From an optimization exercise on the open Yosys and OpenROAD flow, aimed at small area, a short achievable clock period and few clock cycles; shortcuts taken in it are not production practice.
In this exercise RTL edits were held to simulation tests only and were not proved equivalent to the original.
No activity file was given, so power comes from the tool's default toggle rates.

<file path="flow/design.v">
module mscc_debounce #(
    parameter [31:0] T = 32'd0,
    parameter        TICK2 = 1'b0     
) (
    input  wire        clk,
    input  wire        clear,      
    input  wire        update,     
    input  wire        raw,
    input  wire [31:0] now,
    input  wire [31:7] now_hm1,    
    output reg         level,      
    output wire        level_n,    
    output wire        rise        
);
    reg        pend;
    reg [31:0] since;
    wire       el_in;
    wire [6:0] el_lo;
    mscc_elapsed #(.K(7)) el (.now(now), .now_hm1(now_hm1), .t(since),
        .in_range(el_in), .lo(el_lo));
    wire        exp_c = pend && !(el_in && el_lo < T[6:0]);
    reg         exp_r;
    always @(posedge clk)
        exp_r <= exp_c;
    wire        expired   = (T == 32'd0) || (TICK2 ? exp_r : exp_c);
    assign level_n = (raw != level && expired) ? raw : level;
    assign rise    = !level && level_n;
    always @(posedge clk) begin
        if (clear) begin
            level <= 1'b0;
            pend  <= 1'b0;      
        end else if (update) begin
            if (raw == level) begin
                pend <= 1'b0;
            end else if (expired) begin
                level <= raw;
                pend  <= 1'b0;
            end else if (!pend) begin
                pend  <= 1'b1;
                since <= now;
            end
        end
    end
endmodule
module mscc_elapsed #(
    parameter integer K = 7
) (
    input  wire [31:0]  now,
    input  wire [31:K]  now_hm1,
    input  wire [31:0]  t,
    output wire         in_range,
    output wire [K-1:0] lo
);
    wire [K:0] d_lo = {1'b0, now[K-1:0]} - {1'b0, t[K-1:0]};
    assign lo     = d_lo[K-1:0];
    assign in_range = d_lo[K] ? (now_hm1 == t[31:K]) : (now[31:K] == t[31:K]);
endmodule
module mscc_dec #(
    parameter integer W = 8
) (
    input  wire [W-1:0] a,
    output wire [W-1:0] y
);
    genvar i;
    generate
        for (i = 0; i < W; i = i + 1) begin : b
            if (i == 0) begin : lsb
                assign y[i] = !a[i];
            end else begin : upper
                assign y[i] = a[i] ^ !(|a[i-1:0]);
            end
        end
    endgenerate
endmodule
module mscc_unit #(
    parameter TICK2 = 1'b0          
) (
    input  wire        clk,
    input  wire        rst,            
    input  wire [31:0] now,
    input  wire [31:7] now_hm1,        
    input  wire        do_init,
    input  wire        do_estop,
    input  wire        do_start,       
    input  wire        do_stop,        
    input  wire        do_reset_req,   
    input  wire        do_clear_req,   
    input  wire        do_set_amp,
    input  wire [6:0]  amp_val,
    input  wire        do_set_sim,
    input  wire        sim_val,
    input  wire        do_inject,
    input  wire [4:0]  inj_val,
    input  wire        do_force,
    input  wire [2:0]  force_val,      
    input  wire        do_update,      
    input  wire        comm_lost,      
    input  wire        iso_stop,       
    input  wire        freq_we,        
    input  wire [15:0] freq_pulses,
    input  wire [15:0] freq_window,
    input  wire [3:0]  phys_bits,
    input  wire [15:0] phys_power,
    input  wire [3:0]  sim_bits,
    input  wire [15:0] sim_power,
    output reg  [2:0]  state,
    output reg  [4:0]  faults,
    output reg  [2:0]  pending,
    output reg         pulse,
    output reg         running,
    output reg         locked,
    output reg         comm_ok,
    output reg         sim,
    output reg         start_out,
    output reg         reset_out,
    output reg  [6:0]  amp,
    output reg  [15:0] power,
    output reg  [15:0] fq_pulses,      
    output reg  [15:0] fq_window,
    output reg  [15:0] start_count,
    output reg  [15:0] fault_count,
    output wire        start_ok,       
    output wire        stop_ok,        
    output wire        reset_ok,       
    output wire        clear_ok,       
    output wire        safe,
    output wire [15:0] status_word,
    output wire [2:0]  upd_state,
    output wire [4:0]  upd_faults,
    output wire        upd_running
);
    localparam [2:0] U_IDLE = 3'd0, U_STARTING = 3'd1, U_RUNNING = 3'd2,
                     U_STOPPING = 3'd3, U_FAULT = 3'd4, U_UNKNOWN = 3'd5;
    localparam [2:0] P_NONE = 3'd0, P_START = 3'd1, P_STOP = 3'd2,
                     P_RESET = 3'd3, P_CLEAR = 3'd4;
    localparam [31:0] T_START_DELAY = 32'd100;
    localparam [31:0] T_STOP_SETTLE = 32'd100;
    localparam [31:0] T_RESET_PULSE = 32'd50;
    localparam [6:0]  AMP_RESET     = 7'd20;
    reg [31:0] t_state;
    reg [4:0]  inj;
    assign start_ok = (state == U_IDLE) && (faults == 5'd0) &&
                      (pending == P_NONE || pending == P_START);
    assign stop_ok  = ((state == U_STARTING || state == U_RUNNING) &&
                       (pending == P_NONE || pending == P_STOP)) ||
                      (state == U_IDLE && pending == P_START);
    wire [4:0] lvl;       
    wire [4:0] lvl_n;     
    wire [4:0] rise;
    assign reset_ok = (state == U_FAULT) && (faults == 5'b00001) && !lvl[0] &&
                      !pulse && (pending == P_NONE || pending == P_RESET);
    assign clear_ok = (state == U_FAULT) && !pulse &&
                      (pending == P_NONE || pending == P_CLEAR) &&
                      (faults == 5'd0 || (faults & 5'b11110) != 5'd0) &&
                      ((faults & lvl) == 5'd0);
    assign safe = (state == U_IDLE || state == U_FAULT) && !start_out && !reset_out;
    assign status_word = {(pending != P_NONE) || pulse, safe, reset_out, start_out,
                          sim, comm_ok, locked, running, faults, state};
    wire [3:0]  s_bits_c = sim ? sim_bits : phys_bits;
    reg  [3:0]  s_bits_r;
    always @(posedge clk)
        s_bits_r <= s_bits_c;
    wire [3:0]  s_bits = TICK2 ? s_bits_r : s_bits_c;
    wire [15:0] s_power = sim ? sim_power : phys_power;
    wire s_ovl  = s_bits[0];
    wire s_lock = s_bits[1];
    wire s_hw   = s_bits[2];
    wire s_wd   = s_bits[3];
    wire [4:0] raw = {s_wd, s_hw, comm_lost, (state == U_RUNNING) && !s_lock, s_ovl};
    wire       deb_clear = rst || do_init;
    mscc_debounce #(.T(32'd50), .TICK2(TICK2)) deb_ovl (.clk(clk), .clear(deb_clear), .update(do_update),
        .raw(raw[0]), .now(now), .now_hm1(now_hm1), .level(lvl[0]), .level_n(lvl_n[0]), .rise(rise[0]));
    mscc_debounce #(.T(32'd50), .TICK2(TICK2)) deb_ful (.clk(clk), .clear(deb_clear), .update(do_update),
        .raw(raw[1]), .now(now), .now_hm1(now_hm1), .level(lvl[1]), .level_n(lvl_n[1]), .rise(rise[1]));
    mscc_debounce #(.T(32'd0), .TICK2(TICK2)) deb_comm (.clk(clk), .clear(deb_clear), .update(do_update),
        .raw(raw[2]), .now(now), .now_hm1(now_hm1), .level(lvl[2]), .level_n(lvl_n[2]), .rise(rise[2]));
    mscc_debounce #(.T(32'd0), .TICK2(TICK2)) deb_hw (.clk(clk), .clear(deb_clear), .update(do_update),
        .raw(raw[3]), .now(now), .now_hm1(now_hm1), .level(lvl[3]), .level_n(lvl_n[3]), .rise(rise[3]));
    mscc_debounce #(.T(32'd0), .TICK2(TICK2)) deb_wd (.clk(clk), .clear(deb_clear), .update(do_update),
        .raw(raw[4]), .now(now), .now_hm1(now_hm1), .level(lvl[4]), .level_n(lvl_n[4]), .rise(rise[4]));
    wire [4:0]  new_f   = (rise | inj) & ~faults;
    wire [4:0]  faults1 = faults | new_f;
    wire [2:0]  new_cnt = {2'b00, new_f[0]} + {2'b00, new_f[1]} + {2'b00, new_f[2]} +
                          {2'b00, new_f[3]} + {2'b00, new_f[4]};
    wire        el_in;
    wire [6:0]  el_lo;
    mscc_elapsed #(.K(7)) el (.now(now), .now_hm1(now_hm1), .t(t_state),
        .in_range(el_in), .lo(el_lo));
    wire        el_ge_pulse_c = !(el_in && el_lo < T_RESET_PULSE[6:0]);
    wire        el_ge_100_c   = !(el_in && el_lo < T_START_DELAY[6:0]);
    reg         el_ge_pulse_r, el_ge_100_r;
    always @(posedge clk) begin
        el_ge_pulse_r <= el_ge_pulse_c;
        el_ge_100_r   <= el_ge_100_c;
    end
    wire        el_ge_pulse = TICK2 ? el_ge_pulse_r : el_ge_pulse_c;
    wire        el_ge_100   = TICK2 ? el_ge_100_r : el_ge_100_c;
    wire        el_ge_start = el_ge_100;
    wire        el_ge_stop  = el_ge_100;
    wire        all_clear = (faults1 & lvl_n) == 5'd0;
    reg [2:0]  n_state;
    reg [4:0]  n_faults;
    reg [2:0]  n_pending;
    reg        n_pulse, n_running, n_start_out, n_reset_out;
    reg [31:0] n_t_state;
    reg [15:0] n_start_count;
    always @* begin
        n_state       = state;
        n_faults      = faults1;
        n_pending     = pending;
        n_pulse       = pulse;
        n_running     = running;
        n_start_out   = start_out;
        n_reset_out   = reset_out;
        n_t_state     = t_state;
        n_start_count = start_count;
        if (state == U_UNKNOWN || (faults1 != 5'd0 && state != U_FAULT)) begin
            n_state     = U_FAULT;
            n_start_out = 1'b0;
            n_reset_out = 1'b0;
            n_pulse     = 1'b0;
            n_running   = 1'b0;
            n_pending   = P_NONE;
            n_t_state   = now;
        end else begin
            case (state)
                U_FAULT: begin
                    if (pulse) begin
                        if (el_ge_pulse) begin
                            n_pulse     = 1'b0;
                            n_reset_out = 1'b0;
                            if (faults1 == 5'b00001 && !lvl_n[0]) begin
                                n_faults  = 5'd0;
                                n_state   = U_IDLE;
                                n_t_state = now;
                            end
                        end
                    end else if (pending == P_RESET) begin
                        n_pending = P_NONE;
                        if (faults1 == 5'b00001 && !lvl_n[0]) begin
                            n_pulse     = 1'b1;
                            n_reset_out = 1'b1;
                            n_t_state   = now;
                        end
                    end else if (pending == P_CLEAR) begin
                        n_pending = P_NONE;
                        if (all_clear) begin
                            n_faults = faults1 & 5'b00001;
                            if ((faults1 & 5'b00001) == 5'd0) begin
                                n_state   = U_IDLE;
                                n_t_state = now;
                            end
                        end
                    end
                end
                U_IDLE: begin
                    if (pending == P_START) begin
                        n_pending     = P_NONE;
                        n_state       = U_STARTING;
                        n_start_out   = 1'b1;
                        n_t_state     = now;
                        n_start_count = start_count + 16'd1;
                    end
                end
                U_STARTING: begin
                    if (pending == P_STOP) begin
                        n_pending   = P_NONE;
                        n_state     = U_STOPPING;
                        n_start_out = 1'b0;
                        n_t_state   = now;
                    end else if (el_ge_start) begin
                        n_state   = U_RUNNING;
                        n_running = 1'b1;
                    end
                end
                U_RUNNING: begin
                    if (pending == P_STOP) begin
                        n_pending   = P_NONE;
                        n_state     = U_STOPPING;
                        n_start_out = 1'b0;
                        n_t_state   = now;
                    end
                end
                U_STOPPING: begin
                    if (el_ge_stop) begin
                        n_state   = U_IDLE;
                        n_running = 1'b0;
                    end
                end
                default: ;
            endcase
        end
    end
    assign upd_state   = n_state;
    assign upd_faults  = n_faults;
    assign upd_running = n_running;
    wire stop_ok_n = ((n_state == U_STARTING || n_state == U_RUNNING) &&
                      (n_pending == P_NONE || n_pending == P_STOP)) ||
                     (n_state == U_IDLE && n_pending == P_START);
    always @(posedge clk) begin
        if (rst || do_init) begin
            state       <= rst ? U_UNKNOWN : U_IDLE;
            faults      <= 5'd0;
            pending     <= P_NONE;
            pulse       <= 1'b0;
            running     <= 1'b0;
            locked      <= 1'b0;
            comm_ok     <= !rst;
            sim         <= 1'b0;
            start_out   <= 1'b0;
            reset_out   <= 1'b0;
            amp         <= AMP_RESET;
            power       <= 16'd0;
            fq_pulses   <= 16'd0;
            fq_window   <= 16'd1;
            start_count <= 16'd0;
            fault_count <= 16'd0;
            t_state     <= now;    
            inj         <= 5'd0;
        end else begin
            if (do_estop) begin
                start_out <= 1'b0;
                reset_out <= 1'b0;
                pulse     <= 1'b0;
                running   <= 1'b0;
                pending   <= P_NONE;
                state     <= (state == U_FAULT || state == U_UNKNOWN) ? U_FAULT : U_IDLE;
                t_state   <= now;
            end
            if (do_start)
                pending <= P_START;
            if (do_stop && stop_ok)
                pending <= (state == U_IDLE) ? P_NONE : P_STOP;
            if (do_reset_req)
                pending <= P_RESET;
            if (do_clear_req)
                pending <= P_CLEAR;
            if (do_set_amp)
                amp <= amp_val;
            if (do_set_sim)
                sim <= sim_val;
            if (do_inject)
                inj <= inj | inj_val;
            if (do_force) begin
                state     <= force_val;
                pending   <= P_NONE;
                pulse     <= 1'b0;
                reset_out <= 1'b0;
                start_out <= (force_val == U_STARTING || force_val == U_RUNNING);
                running   <= (force_val == U_RUNNING || force_val == U_STOPPING);
                t_state   <= now;
            end
            if (freq_we) begin
                fq_pulses <= freq_pulses;
                fq_window <= freq_window;
            end
            if (do_update) begin
                power       <= s_power;
                locked      <= s_lock;
                comm_ok     <= !comm_lost;
                inj         <= 5'd0;
                fault_count <= fault_count + {13'd0, new_cnt};
                state       <= n_state;
                faults      <= n_faults;
                pending     <= (iso_stop && stop_ok_n) ?
                               ((n_state == U_IDLE) ? P_NONE : P_STOP) : n_pending;
                pulse       <= n_pulse;
                running     <= n_running;
                start_out   <= n_start_out;
                reset_out   <= n_reset_out;
                t_state     <= n_t_state;
                start_count <= n_start_count;
            end
        end
    end
endmodule
module mscc (
    input  wire        clk,
    input  wire        rst_n,             
    input  wire        cmd_valid,
    input  wire [31:0] cmd_word,
    input  wire [31:0] cmd_now,
    input  wire        comm_seen,
    input  wire [3:0]  phys_overload,
    input  wire [3:0]  phys_lock,
    input  wire [3:0]  phys_hw_fault,
    input  wire [3:0]  phys_wd_fault,
    input  wire [63:0] phys_power_raw,
    input  wire [63:0] phys_pulse_count,
    input  wire [63:0] phys_window_ms,
    input  wire [3:0]  sim_overload,
    input  wire [3:0]  sim_lock,
    input  wire [3:0]  sim_hw_fault,
    input  wire [3:0]  sim_wd_fault,
    input  wire [63:0] sim_power_raw,
    input  wire [63:0] sim_pulse_count,
    input  wire [63:0] sim_window_ms,
    output wire        res_valid,
    output wire [31:0] res_word,
    output wire [3:0]  start_out,
    output wire [3:0]  reset_out,
    output wire [7:0]  duty
);
    localparam [7:0] OP_NOP = 8'h00, OP_INIT = 8'h01, OP_TICK = 8'h02, OP_READ_REG = 8'h03,
                     OP_START = 8'h10, OP_STOP = 8'h11, OP_SET_AMP = 8'h12, OP_RESET_OVL = 8'h13,
                     OP_CLEAR_FAULTS = 8'h14, OP_GET_STATUS = 8'h15, OP_IS_SAFE = 8'h16,
                     OP_AMP_BCAST = 8'h17, OP_COORD_START = 8'h20, OP_CONFIRM = 8'h21,
                     OP_COORD_STOP = 8'h22, OP_UNIT_START = 8'h23, OP_UNIT_STOP = 8'h24,
                     OP_REPORT_FAULT = 8'h25, OP_ESTOP = 8'h26, OP_SET_INHIBIT = 8'h27,
                     OP_REARM = 8'h28, OP_SET_SIM = 8'h30, OP_INJECT_FAULT = 8'h31,
                     OP_FORCE_STATE = 8'h32;
    localparam [3:0] R_OK = 4'd0, R_ILLEGAL_OPCODE = 4'd1, R_RESERVED_FIELD = 4'd2,
                     R_BAD_INDEX = 4'd3, R_BAD_VALUE = 4'd4, R_BAD_STATE = 4'd5,
                     R_INHIBITED = 4'd6, R_NOT_INIT = 4'd7, R_LOCKED_OUT = 4'd8;
    localparam [2:0] M_IDLE = 3'd0, M_COORD_START = 3'd1, M_RUNNING = 3'd2,
                     M_ESTOP = 3'd3, M_FAULT_ISO = 3'd4;
    localparam [2:0] U_IDLE = 3'd0, U_STARTING = 3'd1, U_RUNNING = 3'd2,
                     U_STOPPING = 3'd3, U_FAULT = 3'd4, U_UNKNOWN = 3'd5;
    localparam [2:0] P_NONE = 3'd0, P_START = 3'd1, P_STOP = 3'd2,
                     P_RESET = 3'd3, P_CLEAR = 3'd4;
    localparam [31:0] T_COMM_TIMEOUT = 32'd1000;
    localparam [31:0] T_SEQ_TIMEOUT  = 32'd500;
    localparam [1:0] S_IDLE = 2'd0, S_TICK = 2'd1, S_DIV = 2'd2, S_DRESP = 2'd3;
    localparam integer DK = 2;
    localparam         TICK2 = 1'b1;
    localparam integer DSTEPS = 16 / DK;
    wire rst = !rst_n;
    reg [1:0]  fsm;
    reg        initialized;
    reg [31:0] last_comm;
    reg        comm_lost;
    reg [7:0]  duty_r;
    reg [7:0]  order;         
    reg [6:0]  bcast;
    reg [2:0]  m_state;
    reg        inhibit;
    reg [3:0]  active, confirmed, faulted, stop_wait;
    reg [31:0] t_start_seq, t_stop_seq;
    reg        lf_valid, lf_timeout;
    reg [1:0]  lf_ch;
    reg [4:0]  lf_mask;
    reg        respond, do_tick;
    reg [3:0]  r_code;
    reg [15:0] r_val;
    assign res_valid = cmd_valid && respond;
    assign res_word  = {r_val, 12'd0, r_code};
    assign duty      = duty_r;
    wire [31:7]  now_hm7;
    wire [31:10] now_hm10;
    mscc_dec #(.W(25)) dec7  (.a(cmd_now[31:7]),  .y(now_hm7));
    mscc_dec #(.W(22)) dec10 (.a(cmd_now[31:10]), .y(now_hm10));
    wire       lc_in, ss_in, sp_in;
    wire [9:0] lc_lo, ss_lo, sp_lo;
    mscc_elapsed #(.K(10)) el_lc (.now(cmd_now), .now_hm1(now_hm10), .t(last_comm),
        .in_range(lc_in), .lo(lc_lo));
    mscc_elapsed #(.K(10)) el_ss (.now(cmd_now), .now_hm1(now_hm10), .t(t_start_seq),
        .in_range(ss_in), .lo(ss_lo));
    mscc_elapsed #(.K(10)) el_sp (.now(cmd_now), .now_hm1(now_hm10), .t(t_stop_seq),
        .in_range(sp_in), .lo(sp_lo));
    wire comm_timeout = !(lc_in && lc_lo < T_COMM_TIMEOUT[9:0]);
    wire start_seq_to = !(ss_in && ss_lo < T_SEQ_TIMEOUT[9:0]);
    wire stop_seq_to  = !(sp_in && sp_lo < T_SEQ_TIMEOUT[9:0]);
    reg  comm_lost_r, start_seq_to_r, stop_seq_to_r;
    always @(posedge clk) begin
        comm_lost_r    <= !comm_seen && comm_timeout;
        start_seq_to_r <= start_seq_to;
        stop_seq_to_r  <= stop_seq_to;
    end
    wire comm_lost_t    = TICK2 ? comm_lost_r : (!comm_seen && comm_timeout);
    wire start_seq_to_t = TICK2 ? start_seq_to_r : start_seq_to;
    wire stop_seq_to_t  = TICK2 ? stop_seq_to_r : stop_seq_to;
    wire [11:0]  u_state;
    wire [19:0]  u_faults;
    wire [11:0]  u_pending;
    wire [3:0]   u_pulse, u_running, u_locked, u_comm_ok, u_sim;
    wire [27:0]  u_amp;
    wire [63:0]  u_power;
    wire [63:0]  u_fq_pulses, u_fq_window;
    wire [11:0]  upd_state;
    wire [19:0]  upd_faults;
    wire [3:0]   upd_running;
    wire [63:0]  u_start_count, u_fault_count;
    wire [3:0]   u_start_ok, u_stop_ok, u_reset_ok, u_clear_ok, u_safe;
    wire [63:0]  u_status;
    reg        c_init, c_estop, c_update;
    reg [3:0]  c_start, c_stop, c_reset_req, c_clear_req, c_set_amp, c_set_sim, c_inject, c_force;
    reg [6:0]  c_amp;
    reg [2:0]  c_force_state;
    reg [3:0]  c_freq_we;
    reg        c_iso_stop;
    reg        comm_lost_n;
    genvar gi;
    generate
        for (gi = 0; gi < 4; gi = gi + 1) begin : unit
            mscc_unit #(.TICK2(TICK2)) u (
                .clk(clk), .rst(rst), .now(cmd_now), .now_hm1(now_hm7),
                .do_init(c_init), .do_estop(c_estop),
                .do_start(c_start[gi]), .do_stop(c_stop[gi]),
                .do_reset_req(c_reset_req[gi]), .do_clear_req(c_clear_req[gi]),
                .do_set_amp(c_set_amp[gi]), .amp_val(c_amp),
                .do_set_sim(c_set_sim[gi]), .sim_val(cmd_word[0]),
                .do_inject(c_inject[gi]), .inj_val(cmd_word[4:0]),
                .do_force(c_force[gi]), .force_val(c_force_state),
                .do_update(c_update), .comm_lost(comm_lost_n),
                .iso_stop(c_iso_stop),
                .freq_we(c_freq_we[gi]),
                .freq_pulses(u_sim[gi] ? sim_pulse_count[16*gi +: 16] : phys_pulse_count[16*gi +: 16]),
                .freq_window(u_sim[gi] ? sim_window_ms[16*gi +: 16] : phys_window_ms[16*gi +: 16]),
                .phys_bits({phys_wd_fault[gi], phys_hw_fault[gi], phys_lock[gi], phys_overload[gi]}),
                .phys_power(phys_power_raw[16*gi +: 16]),
                .sim_bits({sim_wd_fault[gi], sim_hw_fault[gi], sim_lock[gi], sim_overload[gi]}),
                .sim_power(sim_power_raw[16*gi +: 16]),
                .state(u_state[3*gi +: 3]), .faults(u_faults[5*gi +: 5]),
                .pending(u_pending[3*gi +: 3]), .pulse(u_pulse[gi]),
                .running(u_running[gi]), .locked(u_locked[gi]), .comm_ok(u_comm_ok[gi]),
                .sim(u_sim[gi]), .start_out(start_out[gi]), .reset_out(reset_out[gi]),
                .amp(u_amp[7*gi +: 7]), .power(u_power[16*gi +: 16]),
                .fq_pulses(u_fq_pulses[16*gi +: 16]), .fq_window(u_fq_window[16*gi +: 16]),
                .start_count(u_start_count[16*gi +: 16]),
                .fault_count(u_fault_count[16*gi +: 16]),
                .start_ok(u_start_ok[gi]), .stop_ok(u_stop_ok[gi]),
                .reset_ok(u_reset_ok[gi]), .clear_ok(u_clear_ok[gi]),
                .safe(u_safe[gi]), .status_word(u_status[16*gi +: 16]),
                .upd_state(upd_state[3*gi +: 3]), .upd_faults(upd_faults[5*gi +: 5]),
                .upd_running(upd_running[gi])
            );
        end
    endgenerate
    reg        dv_mul;         
    reg        dv_first;       
    reg [15:0] dv_r;           
    reg [15:0] dv_nq;          
    reg [15:0] dv_w;           
    wire       dv_sat_n = dv_r >= dv_w;    
    reg [2:0]  dv_cnt;
    reg [15:0] dv_r_n, dv_nq_n;
    reg [16:0] dv_shift;
    reg [17:0] dv_diff;
    integer    di;
    always @* begin
        dv_r_n  = dv_r;
        dv_nq_n = dv_nq;
        for (di = 0; di < DK; di = di + 1) begin
            dv_shift = {dv_r_n, dv_nq_n[15]};
            dv_diff  = {1'b0, dv_shift} - {2'b00, dv_w};
            if (!dv_diff[17]) begin
                dv_r_n  = dv_diff[15:0];
                dv_nq_n = {dv_nq_n[14:0], 1'b1};
            end else begin
                dv_r_n  = dv_shift[15:0];
                dv_nq_n = {dv_nq_n[14:0], 1'b0};
            end
        end
    end
    wire [7:0]  op  = cmd_word[31:24];
    wire [3:0]  idx = cmd_word[23:20];
    wire [3:0]  msk = cmd_word[19:16];
    wire [15:0] dat = cmd_word[15:0];
    wire [1:0]  ch  = idx[1:0];
    wire [6:0] amp_clamped = ($signed(dat) < 16'sd20)  ? 7'd20 :
                             ($signed(dat) > 16'sd100) ? 7'd100 : dat[6:0];
    wire fmask_ok = (dat[15:5] == 11'd0) && (dat[4:0] != 5'd0);
    wire [3:0] gate_code = (m_state == M_ESTOP || m_state == M_FAULT_ISO) ? R_LOCKED_OUT :
                           inhibit ? R_INHIBITED : R_OK;
    reg [3:0] is_idle, is_run, is_fault, is_active_state, rearm_ok;
    integer k;
    always @* begin
        for (k = 0; k < 4; k = k + 1) begin
            is_idle[k]         = u_state[3*k +: 3] == U_IDLE;
            is_run[k]          = u_state[3*k +: 3] == U_RUNNING;
            is_fault[k]        = u_state[3*k +: 3] == U_FAULT;
            is_active_state[k] = u_state[3*k +: 3] == U_STARTING ||
                                 u_state[3*k +: 3] == U_RUNNING ||
                                 u_state[3*k +: 3] == U_STOPPING;
            rearm_ok[k]        = is_idle[k] && u_faults[5*k +: 5] == 5'd0 &&
                                 u_pending[3*k +: 3] == P_NONE;
        end
    end
    wire [3:0]  run_mask  = u_running;
    wire [2:0]  run_count = {2'b00, run_mask[0]} + {2'b00, run_mask[1]} +
                            {2'b00, run_mask[2]} + {2'b00, run_mask[3]};
    wire [2:0]  blk_off   = dat[6:4] - 3'd2;
    wire        ch_block  = (dat[15:7] == 9'd0) && (dat[6:4] >= 3'd2) && (dat[6:4] <= 3'd5);
    wire [1:0]  rch       = blk_off[1:0];
    wire [2:0]  rpend     = u_pending[3*rch +: 3];
    wire [15:0] rpulses   = u_fq_pulses[16*rch +: 16];
    wire [15:0] rwindow   = u_fq_window[16*rch +: 16];
    wire [25:0] rp625     = {dv_nq, 9'd0} + {3'd0, dv_nq, 7'd0} - {6'd0, dv_nq, 4'd0} +
                            {10'd0, dv_nq};
    wire [29:0] rprod     = {rp625, 4'd0};
    reg         reg_hit;
    reg  [15:0] reg_val;
    always @* begin
        reg_hit = 1'b1;
        reg_val = 16'd0;
        if (dat[15:4] == 12'h000) begin
            case (dat[3:0])
                4'h0: reg_val = {13'd0, run_count};
                4'h1: reg_val = {12'd0, run_mask};
                4'h2: reg_val = {13'd0, m_state};
                4'h3: reg_val = {stop_wait, faulted, confirmed, active};
                4'h4: reg_val = {8'd0, duty_r};
                4'h5: reg_val = {lf_valid, lf_timeout, 5'd0, lf_mask, 2'd0, lf_ch};
                4'h6: reg_val = {12'd0, stop_wait != 4'd0, m_state == M_COORD_START,
                                 comm_lost, initialized};
                default: reg_hit = 1'b0;
            endcase
        end else if (dat == 16'h0010) begin
            reg_val = {15'd0, inhibit};
        end else if (dat == 16'h0011) begin
            reg_val = {9'd0, bcast};
        end else if (ch_block) begin
            case (dat[3:0])
                4'h0: reg_val = {12'd0, rpend == P_CLEAR, rpend == P_RESET || u_pulse[rch],
                                 rpend == P_STOP, rpend == P_START};
                4'h1: reg_val = {9'd0, u_amp[7*rch +: 7]};
                4'h2: reg_val = u_power[16*rch +: 16];
                4'h3: reg_val = 16'd0;      
                4'h4: reg_val = {11'd0, u_faults[5*rch +: 5]};
                4'h5: reg_val = {6'd0, rch, u_pulse[rch], u_safe[rch], reset_out[rch],
                                 start_out[rch], u_sim[rch], u_comm_ok[rch], u_locked[rch],
                                 u_running[rch]};
                4'h6: reg_val = {13'd0, u_state[3*rch +: 3]};
                4'h7: reg_val = u_start_count[16*rch +: 16];
                4'h8: reg_val = u_fault_count[16*rch +: 16];
                4'h9: reg_val = u_status[16*rch +: 16];
                default: reg_hit = 1'b0;
            endcase
        end else begin
            reg_hit = 1'b0;
        end
    end
    reg [1:0]  win_ch;
    reg        any_run;
    integer    j;
    always @* begin
        win_ch  = 2'd0;
        any_run = 1'b0;
        for (j = 3; j >= 0; j = j - 1) begin
            if (upd_running[order[2*j +: 2]]) begin
                win_ch  = order[2*j +: 2];
                any_run = 1'b1;
            end
        end
    end
    wire [6:0]  win_amp   = u_amp[7*win_ch +: 7];
    function [7:0] duty_of(input [6:0] a);
        case (a)
            7'd0: duty_of = 8'd0;
            7'd1: duty_of = 8'd2;
            7'd2: duty_of = 8'd5;
            7'd3: duty_of = 8'd7;
            7'd4: duty_of = 8'd10;
            7'd5: duty_of = 8'd12;
            7'd6: duty_of = 8'd15;
            7'd7: duty_of = 8'd17;
            7'd8: duty_of = 8'd20;
            7'd9: duty_of = 8'd22;
            7'd10: duty_of = 8'd25;
            7'd11: duty_of = 8'd28;
            7'd12: duty_of = 8'd30;
            7'd13: duty_of = 8'd33;
            7'd14: duty_of = 8'd35;
            7'd15: duty_of = 8'd38;
            7'd16: duty_of = 8'd40;
            7'd17: duty_of = 8'd43;
            7'd18: duty_of = 8'd45;
            7'd19: duty_of = 8'd48;
            7'd20: duty_of = 8'd51;
            7'd21: duty_of = 8'd53;
            7'd22: duty_of = 8'd56;
            7'd23: duty_of = 8'd58;
            7'd24: duty_of = 8'd61;
            7'd25: duty_of = 8'd63;
            7'd26: duty_of = 8'd66;
            7'd27: duty_of = 8'd68;
            7'd28: duty_of = 8'd71;
            7'd29: duty_of = 8'd73;
            7'd30: duty_of = 8'd76;
            7'd31: duty_of = 8'd79;
            7'd32: duty_of = 8'd81;
            7'd33: duty_of = 8'd84;
            7'd34: duty_of = 8'd86;
            7'd35: duty_of = 8'd89;
            7'd36: duty_of = 8'd91;
            7'd37: duty_of = 8'd94;
            7'd38: duty_of = 8'd96;
            7'd39: duty_of = 8'd99;
            7'd40: duty_of = 8'd102;
            7'd41: duty_of = 8'd104;
            7'd42: duty_of = 8'd107;
            7'd43: duty_of = 8'd109;
            7'd44: duty_of = 8'd112;
            7'd45: duty_of = 8'd114;
            7'd46: duty_of = 8'd117;
            7'd47: duty_of = 8'd119;
            7'd48: duty_of = 8'd122;
            7'd49: duty_of = 8'd124;
            7'd50: duty_of = 8'd127;
            7'd51: duty_of = 8'd130;
            7'd52: duty_of = 8'd132;
            7'd53: duty_of = 8'd135;
            7'd54: duty_of = 8'd137;
            7'd55: duty_of = 8'd140;
            7'd56: duty_of = 8'd142;
            7'd57: duty_of = 8'd145;
            7'd58: duty_of = 8'd147;
            7'd59: duty_of = 8'd150;
            7'd60: duty_of = 8'd153;
            7'd61: duty_of = 8'd155;
            7'd62: duty_of = 8'd158;
            7'd63: duty_of = 8'd160;
            7'd64: duty_of = 8'd163;
            7'd65: duty_of = 8'd165;
            7'd66: duty_of = 8'd168;
            7'd67: duty_of = 8'd170;
            7'd68: duty_of = 8'd173;
            7'd69: duty_of = 8'd175;
            7'd70: duty_of = 8'd178;
            7'd71: duty_of = 8'd181;
            7'd72: duty_of = 8'd183;
            7'd73: duty_of = 8'd186;
            7'd74: duty_of = 8'd188;
            7'd75: duty_of = 8'd191;
            7'd76: duty_of = 8'd193;
            7'd77: duty_of = 8'd196;
            7'd78: duty_of = 8'd198;
            7'd79: duty_of = 8'd201;
            7'd80: duty_of = 8'd204;
            7'd81: duty_of = 8'd206;
            7'd82: duty_of = 8'd209;
            7'd83: duty_of = 8'd211;
            7'd84: duty_of = 8'd214;
            7'd85: duty_of = 8'd216;
            7'd86: duty_of = 8'd219;
            7'd87: duty_of = 8'd221;
            7'd88: duty_of = 8'd224;
            7'd89: duty_of = 8'd226;
            7'd90: duty_of = 8'd229;
            7'd91: duty_of = 8'd232;
            7'd92: duty_of = 8'd234;
            7'd93: duty_of = 8'd237;
            7'd94: duty_of = 8'd239;
            7'd95: duty_of = 8'd242;
            7'd96: duty_of = 8'd244;
            7'd97: duty_of = 8'd247;
            7'd98: duty_of = 8'd249;
            7'd99: duty_of = 8'd252;
            7'd100: duty_of = 8'd255;
            7'd101: duty_of = 8'd1;
            7'd102: duty_of = 8'd4;
            7'd103: duty_of = 8'd6;
            7'd104: duty_of = 8'd9;
            7'd105: duty_of = 8'd11;
            7'd106: duty_of = 8'd14;
            7'd107: duty_of = 8'd16;
            7'd108: duty_of = 8'd19;
            7'd109: duty_of = 8'd21;
            7'd110: duty_of = 8'd24;
            7'd111: duty_of = 8'd27;
            7'd112: duty_of = 8'd29;
            7'd113: duty_of = 8'd32;
            7'd114: duty_of = 8'd34;
            7'd115: duty_of = 8'd37;
            7'd116: duty_of = 8'd39;
            7'd117: duty_of = 8'd42;
            7'd118: duty_of = 8'd44;
            7'd119: duty_of = 8'd47;
            7'd120: duty_of = 8'd50;
            7'd121: duty_of = 8'd52;
            7'd122: duty_of = 8'd55;
            7'd123: duty_of = 8'd57;
            7'd124: duty_of = 8'd60;
            7'd125: duty_of = 8'd62;
            7'd126: duty_of = 8'd65;
            7'd127: duty_of = 8'd67;
            default: duty_of = 8'd0;
        endcase
    endfunction
    wire [7:0]  duty_arb  = any_run ? duty_of(win_amp) : 8'd0;
    function [7:0] order_front(input [7:0] ord, input [1:0] c);
        reg [1:0] p;
        integer q;
        begin
            p = 2'd0;
            for (q = 0; q < 4; q = q + 1)
                if (ord[2*q +: 2] == c) p = q[1:0];
            order_front[1:0] = c;
            order_front[3:2] = (p >= 2'd1) ? ord[1:0] : ord[3:2];
            order_front[5:4] = (p >= 2'd2) ? ord[3:2] : ord[5:4];
            order_front[7:6] = (p == 2'd3) ? ord[5:4] : ord[7:6];
        end
    endfunction
    reg [1:0]  n_fsm;
    reg        n_initialized, n_comm_lost;
    reg [31:0] n_last_comm;
    reg [7:0]  n_duty, n_order;
    reg [6:0]  n_bcast;
    reg [2:0]  n_m_state;
    reg        n_inhibit;
    reg [3:0]  n_active, n_confirmed, n_faulted, n_stop_wait;
    reg [31:0] n_t_start_seq, n_t_stop_seq;
    reg        n_lf_valid, n_lf_timeout;
    reg [1:0]  n_lf_ch;
    reg [4:0]  n_lf_mask;
    reg        iso, iso_to;
    reg [3:0]  iso_ch_mask;
    reg [1:0]  iso_ch;
    reg [4:0]  iso_mask;
    reg        op_known, use_idx, use_msk, use_dat, pre_init_ok;
    reg [3:0]  added;
    reg [3:0]  poll, conf1, sw1, stop_msk, up_idle, up_run, up_fault;
    reg [2:0]  st1;
    reg [2:0]  fs;
    integer    i;
    always @* begin
        n_fsm         = fsm;
        r_code        = R_OK;
        r_val         = 16'd0;
        respond       = 1'b0;
        n_initialized = initialized;
        n_comm_lost   = comm_lost;
        n_last_comm   = last_comm;
        n_duty        = duty_r;
        n_order       = order;
        n_bcast       = bcast;
        n_m_state     = m_state;
        n_inhibit     = inhibit;
        n_active      = active;
        n_confirmed   = confirmed;
        n_faulted     = faulted;
        n_stop_wait   = stop_wait;
        n_t_start_seq = t_start_seq;
        n_t_stop_seq  = t_stop_seq;
        n_lf_valid    = lf_valid;
        n_lf_timeout  = lf_timeout;
        n_lf_ch       = lf_ch;
        n_lf_mask     = lf_mask;
        c_init = 1'b0; c_estop = 1'b0; c_update = 1'b0;
        c_start = 4'd0; c_stop = 4'd0; c_reset_req = 4'd0; c_clear_req = 4'd0;
        c_set_amp = 4'd0; c_set_sim = 4'd0; c_inject = 4'd0; c_force = 4'd0;
        c_amp = amp_clamped;
        c_force_state = (dat[2:0] >= 3'd6) ? U_UNKNOWN : dat[2:0];
        c_freq_we = 4'd0;
        c_iso_stop = 1'b0;
        do_tick    = 1'b0;
        comm_lost_n = comm_lost;
        for (i = 0; i < 4; i = i + 1) begin
            up_idle[i]  = upd_state[3*i +: 3] == U_IDLE;
            up_run[i]   = upd_state[3*i +: 3] == U_RUNNING;
            up_fault[i] = upd_state[3*i +: 3] == U_FAULT;
        end
        iso = 1'b0; iso_to = 1'b0; iso_ch_mask = 4'd0; iso_ch = 2'd0; iso_mask = 5'd0;
        added = 4'd0; poll = 4'd0; conf1 = confirmed; sw1 = stop_wait; st1 = m_state;
        stop_msk = 4'd0; fs = 3'd0;
        op_known = 1'b1; use_idx = 1'b0; use_msk = 1'b0; use_dat = 1'b0;
        case (op)
            OP_NOP, OP_INIT, OP_TICK, OP_ESTOP, OP_REARM: ;
            OP_READ_REG, OP_AMP_BCAST, OP_SET_INHIBIT: use_dat = 1'b1;
            OP_START, OP_STOP, OP_RESET_OVL, OP_CLEAR_FAULTS, OP_GET_STATUS, OP_IS_SAFE,
            OP_CONFIRM, OP_UNIT_START, OP_UNIT_STOP: use_idx = 1'b1;
            OP_SET_AMP, OP_REPORT_FAULT, OP_SET_SIM, OP_INJECT_FAULT, OP_FORCE_STATE: begin
                use_idx = 1'b1;
                use_dat = 1'b1;
            end
            OP_COORD_START, OP_COORD_STOP: use_msk = 1'b1;
            default: op_known = 1'b0;
        endcase
        pre_init_ok = (op == OP_NOP || op == OP_INIT || op == OP_READ_REG ||
                       op == OP_GET_STATUS || op == OP_IS_SAFE);
        case (fsm)
            S_IDLE: if (cmd_valid) begin
                respond = 1'b1;
                if (!op_known)
                    r_code = R_ILLEGAL_OPCODE;
                else if ((!use_idx && idx != 4'd0) || (!use_msk && msk != 4'd0) ||
                         (!use_dat && dat != 16'd0))
                    r_code = R_RESERVED_FIELD;
                else if (!initialized && !pre_init_ok)
                    r_code = R_NOT_INIT;
                else if (use_idx && idx > 4'd3)
                    r_code = R_BAD_INDEX;
                else begin
                    case (op)
                        OP_NOP: ;
                        OP_INIT: begin
                            c_init        = 1'b1;
                            n_initialized = 1'b1;
                            n_last_comm   = cmd_now;
                            n_comm_lost   = 1'b0;
                            n_duty        = 8'd0;
                            n_order       = 8'b11_10_01_00;
                            n_bcast       = 7'd0;
                            n_m_state     = M_IDLE;
                            n_inhibit     = 1'b0;
                            n_active      = 4'd0;
                            n_confirmed   = 4'd0;
                            n_faulted     = 4'd0;
                            n_stop_wait   = 4'd0;
                            n_t_start_seq = cmd_now;
                            n_t_stop_seq  = cmd_now;
                            n_lf_valid    = 1'b0;
                            n_lf_timeout  = 1'b0;
                            n_lf_ch       = 2'd0;
                            n_lf_mask     = 5'd0;
                        end
                        OP_TICK: begin
                            if (TICK2) begin
                                respond = 1'b0;
                                n_fsm   = S_TICK;
                            end else
                                do_tick = 1'b1;
                        end
                        OP_READ_REG: begin
                            if (!reg_hit) r_code = R_BAD_VALUE;
                            else if (ch_block && dat[3:0] == 4'h3) begin
                                respond = 1'b0;
                                n_fsm   = S_DIV;
                            end else
                                r_val  = reg_val;
                        end
                        OP_START: begin
                            if (gate_code != R_OK)   r_code = gate_code;
                            else if (!u_start_ok[ch]) r_code = R_BAD_STATE;
                            else                     c_start[ch] = 1'b1;
                        end
                        OP_STOP: begin
                            if (!u_stop_ok[ch]) r_code = R_BAD_STATE;
                            else                c_stop[ch] = 1'b1;
                        end
                        OP_SET_AMP: begin
                            c_set_amp[ch] = 1'b1;
                            n_order       = order_front(order, ch);
                        end
                        OP_RESET_OVL: begin
                            if (!u_reset_ok[ch]) r_code = R_BAD_STATE;
                            else                 c_reset_req[ch] = 1'b1;
                        end
                        OP_CLEAR_FAULTS: begin
                            if (!u_clear_ok[ch]) r_code = R_BAD_STATE;
                            else                 c_clear_req[ch] = 1'b1;
                        end
                        OP_GET_STATUS: r_val = u_status[16*ch +: 16];
                        OP_IS_SAFE:    r_val = {15'd0, u_safe[ch]};
                        OP_AMP_BCAST: begin
                            c_set_amp = 4'b1111;
                            n_order   = 8'b00_01_10_11;
                            n_bcast   = amp_clamped;
                        end
                        OP_COORD_START: begin
                            if (msk == 4'd0)                         r_code = R_BAD_VALUE;
                            else if (gate_code != R_OK)              r_code = gate_code;
                            else if (m_state != M_IDLE)              r_code = R_BAD_STATE;
                            else if ((msk & ~u_start_ok) != 4'd0)    r_code = R_BAD_STATE;
                            else begin
                                c_start       = msk;
                                n_m_state     = M_COORD_START;
                                n_active      = msk;
                                n_confirmed   = 4'd0;
                                n_t_start_seq = cmd_now;
                            end
                        end
                        OP_CONFIRM: begin
                            if (m_state != M_COORD_START || !active[ch] || !is_run[ch])
                                r_code = R_BAD_STATE;
                            else
                                n_confirmed[ch] = 1'b1;
                        end
                        OP_COORD_STOP, OP_UNIT_STOP: begin
                            stop_msk = (op == OP_COORD_STOP) ? msk : (4'b0001 << ch);
                            if (op == OP_COORD_STOP && msk == 4'd0)
                                r_code = R_BAD_VALUE;
                            else if (op == OP_COORD_STOP &&
                                     !(m_state == M_RUNNING || m_state == M_COORD_START))
                                r_code = R_BAD_STATE;
                            else if (op == OP_UNIT_STOP && m_state != M_RUNNING)
                                r_code = R_BAD_STATE;
                            else begin
                                c_stop = stop_msk;
                                added  = stop_msk & is_active_state & ~stop_wait;
                                n_stop_wait = stop_wait | added;
                                n_active    = active & ~stop_msk;
                                n_confirmed = confirmed & ~stop_msk;
                                if (added != 4'd0) n_t_stop_seq = cmd_now;
                            end
                        end
                        OP_UNIT_START: begin
                            if (gate_code != R_OK)          r_code = gate_code;
                            else if (m_state != M_RUNNING)  r_code = R_BAD_STATE;
                            else if (!u_start_ok[ch])       r_code = R_BAD_STATE;
                            else begin
                                c_start[ch]  = 1'b1;
                                n_active[ch] = 1'b1;
                            end
                        end
                        OP_REPORT_FAULT: begin
                            if (!fmask_ok)
                                r_code = R_BAD_VALUE;
                            else if (m_state == M_ESTOP) begin
                                n_faulted[ch] = 1'b1;
                                n_lf_valid    = 1'b1;
                                n_lf_timeout  = 1'b0;
                                n_lf_ch       = ch;
                                n_lf_mask     = dat[4:0];
                            end else begin
                                iso         = 1'b1;
                                iso_ch_mask = 4'b0001 << ch;
                                iso_ch      = ch;
                                iso_mask    = dat[4:0];
                            end
                        end
                        OP_ESTOP: begin
                            c_estop     = 1'b1;
                            n_duty      = 8'd0;
                            n_m_state   = M_ESTOP;
                            n_active    = 4'd0;
                            n_confirmed = 4'd0;
                            n_stop_wait = 4'd0;
                        end
                        OP_SET_INHIBIT: begin
                            if (dat > 16'd1) r_code = R_BAD_VALUE;
                            else             n_inhibit = dat[0];
                        end
                        OP_REARM: begin
                            if (m_state != M_FAULT_ISO || rearm_ok != 4'b1111)
                                r_code = R_BAD_STATE;
                            else begin
                                n_m_state = M_IDLE;
                                n_faulted = 4'd0;
                            end
                        end
                        OP_SET_SIM: begin
                            if (dat > 16'd1) r_code = R_BAD_VALUE;
                            else             c_set_sim[ch] = 1'b1;
                        end
                        OP_INJECT_FAULT: begin
                            if (!fmask_ok) r_code = R_BAD_VALUE;
                            else           c_inject[ch] = 1'b1;
                        end
                        OP_FORCE_STATE: begin
                            fs = c_force_state;
                            if (dat > 16'd7)
                                r_code = R_BAD_VALUE;
                            else if ((fs == U_STARTING || fs == U_RUNNING || fs == U_STOPPING) &&
                                     gate_code != R_OK)
                                r_code = gate_code;
                            else
                                c_force[ch] = 1'b1;
                        end
                        default: ;
                    endcase
                end
            end
            S_TICK: do_tick = 1'b1;
            S_DIV: begin
                if (dv_mul) begin
                end else if (dv_first && dv_sat_n) begin
                    respond = 1'b1;
                    r_val   = 16'hFFFF;
                end else if (dv_cnt == 3'd0)
                    n_fsm   = S_DRESP;
            end
            S_DRESP: begin
                respond = 1'b1;
                r_val   = dv_nq;
            end
        endcase
        if (do_tick) begin
                respond = 1'b1;
                for (i = 0; i < 4; i = i + 1)
                    c_freq_we[i] = (u_sim[i] ? sim_window_ms[16*i +: 16]
                                             : phys_window_ms[16*i +: 16]) != 16'd0;
                if (comm_seen) n_last_comm = cmd_now;
                comm_lost_n = comm_lost_t;
                n_comm_lost = comm_lost_n;
                c_update    = 1'b1;
                n_duty  = duty_arb;
                if (m_state != M_ESTOP) begin
                    poll = up_fault & ~faulted;
                    if (poll != 4'd0) begin
                        iso         = 1'b1;
                        iso_ch_mask = poll;
                        for (i = 0; i < 4; i = i + 1)
                            if (poll[i]) iso_ch = i[1:0];
                        iso_mask = upd_faults[5*iso_ch +: 5];
                    end else if (m_state != M_FAULT_ISO) begin
                        conf1 = confirmed | (active & up_run);
                        sw1   = stop_wait & ~up_idle;
                        n_confirmed = conf1;
                        n_stop_wait = sw1;
                        if ((m_state == M_COORD_START || m_state == M_RUNNING) &&
                            active == 4'd0 && sw1 == 4'd0) begin
                            n_m_state = M_IDLE;
                        end else begin
                            st1 = (m_state == M_COORD_START && conf1 == active) ? M_RUNNING : m_state;
                            n_m_state = st1;
                            if (st1 == M_COORD_START && start_seq_to_t) begin
                                iso    = 1'b1;
                                iso_to = 1'b1;
                            end else if (sw1 != 4'd0 && stop_seq_to_t) begin
                                iso    = 1'b1;
                                iso_to = 1'b1;
                            end
                        end
                    end
                end
            end
        if (iso) begin
            c_iso_stop   = c_update;
            n_m_state    = M_FAULT_ISO;
            n_faulted    = faulted | iso_ch_mask;
            n_lf_valid   = 1'b1;
            n_lf_timeout = iso_to;
            n_lf_ch      = iso_ch;
            n_lf_mask    = iso_mask;
            c_stop       = c_update ? 4'b0000 : 4'b1111;    
            n_active     = 4'd0;
            n_confirmed  = 4'd0;
            n_stop_wait  = 4'd0;
        end
        if (respond) begin
            n_fsm = S_IDLE;
            if (c_update)
                r_val = {1'b0, n_m_state, upd_state};
            if (r_code != R_OK) begin
                r_val = 16'd0;
            end
        end
    end
    always @(posedge clk) begin
        last_comm   <= n_last_comm;
        t_start_seq <= n_t_start_seq;
        t_stop_seq  <= n_t_stop_seq;
    end
    always @(posedge clk) begin
        if (rst) begin
            fsm         <= S_IDLE;
            initialized <= 1'b0;
            comm_lost   <= 1'b0;
            duty_r      <= 8'd0;
            order       <= 8'b11_10_01_00;
            bcast       <= 7'd0;
            m_state     <= M_IDLE;
            inhibit     <= 1'b0;
            active      <= 4'd0;
            confirmed   <= 4'd0;
            faulted     <= 4'd0;
            stop_wait   <= 4'd0;
            lf_valid    <= 1'b0;
            lf_timeout  <= 1'b0;
            lf_ch       <= 2'd0;
            lf_mask     <= 5'd0;
        end else begin
            fsm         <= n_fsm;
            initialized <= n_initialized;
            comm_lost   <= n_comm_lost;
            duty_r      <= n_duty;
            order       <= n_order;
            bcast       <= n_bcast;
            m_state     <= n_m_state;
            inhibit     <= n_inhibit;
            active      <= n_active;
            confirmed   <= n_confirmed;
            faulted     <= n_faulted;
            stop_wait   <= n_stop_wait;
            lf_valid    <= n_lf_valid;
            lf_timeout  <= n_lf_timeout;
            lf_ch       <= n_lf_ch;
            lf_mask     <= n_lf_mask;
            if (fsm == S_IDLE) begin
                dv_mul   <= 1'b1;
                dv_nq    <= rpulses;
                dv_w     <= rwindow;
            end else if (fsm == S_DIV && dv_mul) begin
                dv_mul   <= 1'b0;
                dv_first <= 1'b1;
                dv_r     <= {2'b00, rprod[29:16]};
                dv_nq    <= rprod[15:0];
                dv_cnt   <= DSTEPS - 1;
            end else if (fsm == S_DIV) begin
                dv_first <= 1'b0;
                dv_r     <= dv_r_n;
                dv_nq    <= dv_nq_n;
                dv_cnt   <= dv_cnt - 3'd1;
            end
        end
    end
endmodule
</file>
<file path="flow/run.sh">
#!/bin/bash
# synth_recipe.tcl (not shown) runs the flow's synth.tcl, then flattens the netlist and writes it again
# the make line also repeats each setting of config.mk as NAME=value (left out here)
make -C /OpenROAD-flow-scripts/flow DESIGN_CONFIG=/design/flow/config.mk WORK_HOME=/design/flow/orfs CLKGATE_MAP_FILE= SYNTH_SCRIPT=/design/flow/synth_recipe.tcl finish
</file>
<file path="flow/config.mk">
export PLATFORM = sky130hd
export DESIGN_NAME = mscc
export DESIGN_NICKNAME = mscc
export VERILOG_FILES = /design/flow/design.v
export SDC_FILE = /design/flow/constraint.sdc
export NUM_CORES = 4
export LEC_CHECK = 0
export CAP_MARGIN = 20
export CORE_MARGIN = 2
export CORE_UTILIZATION = 55
export PLACE_DENSITY = 0.7
export SETUP_SLACK_MARGIN = 5
export SLEW_MARGIN = 20
</file>
<file path="flow/constraint.sdc">
create_clock -name core_clock -period 12.0 [get_ports {clk}]
set_input_delay 2.4000 -clock core_clock [delete_from_list [all_inputs] [get_ports {clk}]]
set_output_delay 2.4000 -clock core_clock [all_outputs]
set_load 0.01 [all_outputs]
</file>
==> flow_summary.yaml, run 1 <==
layout:
  finish.cell_count_without_fillers: 10500
  fillCellCount: 10200
  final_net_count: 9374
  drive_gt1_share_pct: 14.2
  final_cell_area_um2: 87800
  finalCoreUtilization_pct: 66.8
  synthToLayoutAreaGrowth_pct: 20.7
critical_path:
  reg2reg_from: "dv_nq[15]$_DFFE_PP_"
  ff_to_ff_path_depth: 30
  worstSetupEndpointType: "output pin"
  crit_required_ns: 9.60
  cp_data_arrival_time_ns: 5.29
  timing.rr.end: "dv_r[1]$_DFFE_PP_"
  timing.critical_path.to: "res_word[29]"
  timing.setup.critical_path_class: "input port to output pin"
  crit_path_start_kind: "input port"
  reg2reg_setup_slack_ns: 5.33
  startpoint: "cmd_word[12]"
  critical_path.max_fanout: 4
grt:
  pin_count_of_the_biggest_net_entering_global_routing: 171
  antenna_found_initial: 35
  vias_in_the_first_global_route: 67700
  grt_pass1_wl_mm: 472
  grt_overflow_total: 0
  grt_util_all_layers_pct: 47.7
timing:
  report.final.setup_viol: 0
  skew_ns: 0.0852
  maxSlewViolCount: 0
  grt_setup_unrepaired: "yes"
  final_critical_path_setup_slack_ns: 4.31
  fmax_mhz: 130
  period_minus_ws_final_ns: 7.69
  minimum_hold_slack_ns: 0.462
  setup_tns_ns: 0
  worstMarginPinSlew_ns: 1.35
  timing_hold_violations_final: 0
  maxSlewHeadroom_pct: 9.92
  post-route-period-util_pct: 64.0
clock_network:
  root_buffer: "sky130_fd_sc_hd__clkbuf_16"
  cts-hold-fix-buffers: 0
  clk_transition_reported_paths_ns: 0.06
  numCtsBuffers: 119
  cts_tree: "built"
  clk_path_buf_depth: 3
  numClockSinks: 1089
  clock_latency_ns: 0.83
  cts_h_tree_depth: 3
die:
  floorplan.initialDensity_pct: 55.4
  die_w_um: 368
  top_level_ports: 533
  design.core.area_um2: 131000
  die_h_um: 368
  num_rows: 133
  floorplan.die_area_um2: 135000
pwr:
  power_density_nw_per_um2: 106
  peakVddDrop_mv: 0.137
  power.static_leakage_nw: 31.5
  finalPower_mw: 9.33
synthesis:
  seq_area_frac_synth_pct: 37.0
  syn-mean-instance-area_um2: 9.03
  synth_warnings: 4
  flops_latches_synth: 1089
  synth_commonest_cells: "sky130_fd_sc_hd__nor2_1, sky130_fd_sc_hd__nand2_1, sky130_fd_sc_hd__dfxtp_1"
  ranking_of_synthesized_cells_by_area: "sky130_fd_sc_hd__edfxtp_1, sky130_fd_sc_hd__dfxtp_1, sky130_fd_sc_hd__nor2_1, sky130_fd_sc_hd__ha_1, sky130_fd_sc_hd__xnor2_1"
  ys_dominant_reg_cell: "sky130_fd_sc_hd__dfxtp_1"
  async_flop_share_pct: 0
  synth_largest_area_cell: "sky130_fd_sc_hd__edfxtp_1"
  post-synth-top-count-cell: "sky130_fd_sc_hd__nor2_1"
  synth_cells: 8057
  post_synth_edffs: 514
  area_of_the_mapped_netlist_um2: 72700
  synth.top_cell.area_share_pct: 21.2
  yosysUniqueCellTypes: 108
routing:
  drt_first_pass_iters: 10
  drt-initial-drc-count: 10700
  vias_per_inst: 6.89
  wl_mm: 335
  drt.antenna.violating_nets: 0
  drc: 0
  route.detailed.wl_per_inst_um: 32.1
  vias: 72100
worst_hold_path:
  holdCritPathClass: "flip-flop to flip-flop"
placement:
  dp_worst_setup_slack_ns: 2.36
  numPlacedInstances: 10000
  gpl.final_weighted_congestion: 1.07
  dpl-instance-area_um2: 79800
  portBuffers: 520
  dp_hpwl_mm: 242
run_status:
  status: "complete, no violations"
flow_run:
  cap_violations: 0
how the worst min path moves through the flow:
stage	to	cells past startpoint	from	slack, ns
CTS	unit[1].u.deb_ful.pend$_SDFFE_PN0N_	2	unit[1].u.deb_ful.pend$_SDFFE_PN0N_	0.46
finish	unit[1].u.deb_ful.pend$_SDFFE_PN0N_	2	unit[1].u.deb_ful.pend$_SDFFE_PN0N_	0.46
detailed placement	unit[0].u.fq_window[3]$_SDFFE_PN0P_	2	unit[0].u.fq_window[3]$_SDFFE_PN0P_	0.45
floorplan	unit[0].u.fq_window[13]$_SDFFE_PN0P_	2	unit[0].u.fq_window[13]$_SDFFE_PN0P_	0.42
global placement	unit[0].u.fq_window[1]$_SDFFE_PN0P_	2	unit[0].u.fq_window[1]$_SDFFE_PN0P_	0.44
global route	unit[0].u.fq_window[3]$_SDFFE_PN0P_	2	unit[0].u.fq_window[3]$_SDFFE_PN0P_	0.48
state kept, by name (all words and copies together), names as in the netlist, 20 cells and up:
name / cells
unit.u.t_state: 128
last_comm: 32
unit.u.fault_count: 64
unit.u.inj: 20
unit.u.faults: 20
unit.u.fq_pulses: 64
unit.u.start_count: 64
unit.u.fq_window: 64
unit.u.power: 64
unit.u.amp: 28
unit.u.deb_ful.since: 128
t_stop_seq: 32
unit.u.deb_ovl.since: 128
t_start_seq: 32
worst max-delay path: stages:
cell,delay (ns)
sky130_fd_sc_hd__buf_6,0.09
sky130_fd_sc_hd__nor4_4,0.30
sky130_fd_sc_hd__nand3_2,0.14
sky130_fd_sc_hd__buf_8,0.17
sky130_fd_sc_hd__nor3_4,0.19
sky130_fd_sc_hd__nor3b_4,0.31
sky130_fd_sc_hd__o221ai_4,0.17
sky130_fd_sc_hd__nor3_2,0.15
sky130_fd_sc_hd__buf_4,0.17
sky130_fd_sc_hd__nand2_4,0.07
sky130_fd_sc_hd__nor2_4,0.11
sky130_fd_sc_hd__a41oi_2,0.05
sky130_fd_sc_hd__a222oi_1,0.28
sky130_fd_sc_hd__buf_4,0.21
sky130_fd_sc_hd__a32oi_1,0.10
sky130_fd_sc_hd__nand3_1,0.19
sky130_fd_sc_hd__buf_2,0.17
cell type report:
type | count | area [µm²] | share of cell area [%]
timing repair buffer | 882 | 8560 | 9.75
tap | 1755 | 2200 | 2.50
inverter | 408 | 1550 | 1.76
clock buffer | 174 | 3510 | 4.00
sequential | 1089 | 27000 | 30.7
antenna | 27 | 67.6 | 0.0770
multi-input combinational | 6066 | 44200 | 50.4
clock inverter | 54 | 677 | 0.771
placed cells by master (no fill, tap or decap), types with 85 or more instances in the layout:
master / instances
sky130_fd_sc_hd__nor2_1: 901
sky130_fd_sc_hd__dfxtp_1: 569
sky130_fd_sc_hd__nand2_1: 567
sky130_fd_sc_hd__edfxtp_1: 514
sky130_fd_sc_hd__a21oi_1: 468
sky130_fd_sc_hd__clkdlybuf4s50_1: 451
sky130_fd_sc_hd__inv_1: 396
sky130_fd_sc_hd__xnor2_1: 391
sky130_fd_sc_hd__o21ai_0: 342
sky130_fd_sc_hd__xor2_1: 309
sky130_fd_sc_hd__mux2i_1: 304
sky130_fd_sc_hd__buf_4: 301
sky130_fd_sc_hd__ha_1: 275
sky130_fd_sc_hd__a211oi_1: 252
sky130_fd_sc_hd__nand3_1: 171
sky130_fd_sc_hd__nor3_1: 166
sky130_fd_sc_hd__mux2_2: 154
sky130_fd_sc_hd__clkbuf_16: 126
sky130_fd_sc_hd__nand4_1: 97
sky130_fd_sc_hd__mux4_2: 87
sky130_fd_sc_hd__nor4_1: 85
logic make-up after synthesis:
kind of cell / synth area share (%)
flops: 37.0
fa+ha+maj: 6.06
compound gates: 17.8
xor+xnor: 8.43
simple gates: 16.4
other cells: 0.00516
mux: 9.36
buf+inv: 4.92
per-layer routing:
| metal | wire (µm) | up-vias | track usage, % |
|---|---|---|---|
| met5 | 141 | - | 0 |
| met4 | 30900 | 18 | 34.7 |
| met3 | 43000 | 1384 | 13.8 |
| met2 | 139000 | 5531 | 69.4 |
| met1 | 123000 | 34600 | 60.3 |
| li1 | - | 30500 | - |
timing repair:
item | 4_1_cts | 5_1_grt
endpoints found under the setup margin | 69 | 56
buffers inserted | 130 | 31
cloned | 18 | 1
pin swaps | 129 | 65
gates resized for setup | 534 | 96
where the power goes:
| group | internal, mW | switching, mW | total (mW) |
|---|---|---|---|
| logic | 0.565 | 0.875 | 1.44 |
| clock network | 2.24 | 1.70 | 3.94 |
| registers | 3.92 | 0.0342 | 3.96 |
Testbench counts, summed over its fixed seeds: cycles 33,098.
==> run 2, diff against run 1 <==
--- a/flow/config.mk
+++ b/flow/config.mk
@@ -7,7 +7,7 @@
 export LEC_CHECK = 0
 export CAP_MARGIN = 20
 export CORE_MARGIN = 2
-export CORE_UTILIZATION = 55
-export PLACE_DENSITY = 0.7
+export CORE_UTILIZATION = 40
+export PLACE_DENSITY = 0.6
 export SETUP_SLACK_MARGIN = 5
 export SLEW_MARGIN = 20
==> flow_summary.yaml, run 2 <==
run_status:
  status: "complete, no violations"
clock_network:
  clk_transition_reported_paths_ns: 0.06
  numCtsBuffers: 135
  root_buffer: "sky130_fd_sc_hd__clkbuf_16"
  cts_tree: "built"
  cts_h_tree_depth: 4
  clock_latency_ns: 0.79
  clk_path_buf_depth: 3
  cts-hold-fix-buffers: 0
  numClockSinks: 1089
die:
  floorplan.die_area_um2: 185000
  design.core.area_um2: 181000
  die_h_um: 430
  top_level_ports: 533
  die_w_um: 430
  num_rows: 156
  floorplan.initialDensity_pct: 40.2
critical_path:
  critical_path.max_stage_delay_ns: 0.60
  worstSetupEndpointType: "output pin"
  critical_path.max_fanout: 5
  worst-path-buf-inv: 5
  cp_data_arrival_time_ns: 5.62
  crit_required_ns: 9.60
  crit_path_start_kind: "input port"
  crit_path_top_delay_cell: "sky130_fd_sc_hd__a2111oi_4"
  worstPathCellList: "buf_6, inv_1, buf_12, nor2_4, and3_4, buf_6, a221oi_1, nor2b_1, a2111oi_1, a31oi_1, nor2_1, a221oi_2, o21ai_4, a21o_1, o21ai_2, a2111oi_4, buf_2"
  worst_path_most_repeated_cell: "sky130_fd_sc_hd__buf_6"
  critical_path.top_delay_family: "compound AO/OA/AOI/OAI gates"
  timing.setup.critical_path_class: "input port to output pin"
  reg2reg_setup_slack_ns: 5.39
placement:
  gpl.final_weighted_congestion: 1.02
  dpl-instance-area_um2: 80800
  portBuffers: 520
  numPlacedInstances: 10700
  dp_hpwl_mm: 239
flow_run:
  cap_violations: 0
pwr:
  p_comb_share_pct: 14.0
  peakVddDrop_mv: 0.131
  power.static_leakage_nw: 31.1
  switchingPower_mw: 2.60
  pwr-share-seq_pct: 41.5
  p_int_mw: 6.92
  power.clock.fraction_pct: 44.5
  power_density_nw_per_um2: 109
  power_switching_share_pct: 27.3
routing:
  drt.antenna.violating_nets: 0
  drc: 0
  wl_mm: 326
  vias_per_inst: 6.19
  vias: 68200
  drt_first_pass_iters: 10
  route.detailed.wl_per_inst_um: 29.5
  drt-initial-drc-count: 7199
synthesis:
  flops_latches_synth: 1089
  ys_dominant_reg_cell: "sky130_fd_sc_hd__dfxtp_1"
  synth_largest_area_cell: "sky130_fd_sc_hd__edfxtp_1"
  post_synth_edffs: 514
  post-synth-top-count-cell: "sky130_fd_sc_hd__nor2_1"
  synth.top_cell.area_share_pct: 21.2
  ranking_of_synthesized_cells_by_area: "sky130_fd_sc_hd__edfxtp_1, sky130_fd_sc_hd__dfxtp_1, sky130_fd_sc_hd__nor2_1, sky130_fd_sc_hd__ha_1, sky130_fd_sc_hd__xnor2_1"
  seq_area_frac_synth_pct: 37.0
  synth_warnings: 4
  yosysUniqueCellTypes: 108
  area_of_the_mapped_netlist_um2: 72700
  syn-mean-instance-area_um2: 9.03
  async_flop_share_pct: 0
  synth_commonest_cells: "sky130_fd_sc_hd__nor2_1, sky130_fd_sc_hd__nand2_1, sky130_fd_sc_hd__dfxtp_1"
  synth_cells: 8057
grt:
  grt_pass1_wl_mm: 460
  vias_in_the_first_global_route: 64300
  antenna_found_initial: 17
  pin_count_of_the_biggest_net_entering_global_routing: 161
  grt_util_all_layers_pct: 33.8
  grt_overflow_total: 0
timing:
  fmax_mhz: 125
  maxSlewHeadroom_pct: 22.3
  period_minus_ws_final_ns: 8.02
  maxSlewViolCount: 0
  timing_hold_violations_final: 0
  setup_tns_ns: 0
  report.final.setup_viol: 0
  post-route-period-util_pct: 66.9
  worstMarginPinSlew_ns: 1.16
  skew_ns: 0.0336
  grt_setup_unrepaired: "yes"
layout:
  finish.cell_count_without_fillers: 11000
  final_net_count: 9334
  finalCoreUtilization_pct: 48.5
  synthToLayoutAreaGrowth_pct: 20.6
  fillCellCount: 17000
  drive_gt1_share_pct: 12.9
  mostFrequentLayoutCells: "sky130_fd_sc_hd__nor2_1, sky130_fd_sc_hd__nand2_1, sky130_fd_sc_hd__dfxtp_1"
  final_cell_area_um2: 87700
  layout.area.seq_um2: 27000
  registers_with_the_most_flip_flops: "unit.u.deb_ful.since: 128 flops, unit.u.deb_ovl.since: 128 flops, unit.u.t_state: 128 flops"
  layout.cells.most_common: "sky130_fd_sc_hd__nor2_1"
  multi_input_combinational_cell_area_um2: 43900
worst_hold_path:
  holdCritPathClass: "flip-flop to flip-flop"
==> run 2: cell counts after synthesis <==
Identical to the previous run, type by type.
==> run 2: worst paths after layout <==
| kind | depth (start not counted) | startpoint | to |
|---|---|---|---|
| max reg2reg | 23 | fsm[0]$_SDFFE_PP0P_ | duty_r[4]$_SDFFE_PN0P_ |
| min | 2 | last_comm[7]$_DFF_P_ | last_comm[7]$_DFF_P_ |
| max | 17 | cmd_word[0] | res_word[18] |
| min reg2reg | 2 | last_comm[7]$_DFF_P_ | last_comm[7]$_DFF_P_ |
==> run 2: layout make-up <==
type	instances	share of cell area, %
flip-flops and latches	1089	30.7
diodes	13	0.0371
well taps	2370	3.38
clock inverters	59	0.820
multi-input cells	6066	50.0
repair buffers	826	8.95
clock buffers	188	4.31
inverters	408	1.76
==> run 2: timing repair <==
item | CTS | global route
setup endpoints to repair | 69 | 49
pin swaps | 60 | 43
buffers inserted | 67 | 17
cloned | 9 | 3
gates resized for setup | 426 | 105
==> run 2: tightest hold or removal path, stage by stage, from the launching register on <==
cell and delay (ns):
sky130_fd_sc_hd__dfxtp_1 0.32, sky130_fd_sc_hd__nand2_1 0.05, sky130_fd_sc_hd__o21ai_0 0.05
==> run 2: logic make-up (layout without fill, tap and decap cells) <==
group / count (synthesis) / in the layout / share of synthesized area, %
simple gates: 2530 / 2531 / 16.4
flops: 1089 / 1089 / 37.0
buf+inv: 916 / 1481 / 4.92
xor+xnor: 700 / 700 / 8.43
other cells: 1 / 25 / 0.00516
fa+ha+maj: 324 / 324 / 6.06
mux: 550 / 550 / 9.36
compound gates: 1947 / 1949 / 17.8
==> run 2: metrics by stage <==
| stage | power, mW | setup slack (ns) | hold slack [ns] |
|---|---|---|---|
| final | 9.53 | 3.98 | 0.455 |
| after global routing | 9.81 | 3.92 | 0.474 |
| after CTS | 9.54 | 4.01 | 0.457 |
| after detailed placement | 5.30 | 1.92 | 0.444 |
| after global placement | 5.28 | 1.94 | 0.435 |
| after floorplan | 4.78 | 4.27 | 0.420 |
==> run 2: power by group through the flow <==
| stage | registers (mW) | logic [mW] | clock network [mW] |
|---|---|---|---|
| after floorplan | 4.02 | 0.755 | 0 |
| after global placement | 4.03 | 1.25 | 0 |
| after detailed placement | 4.03 | 1.26 | 0 |
| after CTS | 3.96 | 1.30 | 4.28 |
| after global routing | 3.96 | 1.43 | 4.43 |
| final | 3.96 | 1.34 | 4.24 |
==> run 2: per-layer routing <==
metal | GRT usage, % | part of all wire (%)
met5 | 0 | 0.011
met4 | 16.8 | 5.7
met3 | 6.15 | 8.5
met2 | 53.9 | 45
met1 | 43.9 | 40

-- afterwards: timing with drivers on the ports --
In the flow no input, the clock included, has a driving cell. The finished layouts below were timed again as built, in two steps. Step 1 assumes that a clkbuf_16 drives the clock port and a buf_2 every other input. Step 2 times the ports against the registers' clock, not the clock port: input delays grow and output delays shrink by t, the midpoint of the rising clock arrivals with the driver on. Slacks: no drivers / after step 1 / after step 2; pairs: no drivers / after step 1.
| run | t (ns) | slack for setup (ns) | hold WS [ns] | pins driven straight from the clock port |
|---|---|---|---|---|
| run 1 | 0.876 | 4.315 / 4.283 / 4.194 | 0.462 / 0.462 / 0.462 | 1 |
| run 2 | 0.859 | 3.976 / 3.929 / 3.929 | 0.455 / 0.455 / 0.455 | 1 |
After both steps every run listed still meets setup and hold. The setup slack of run 1, which loses most, moves by -0.032 ns with the drivers and by -0.121 ns with both steps.
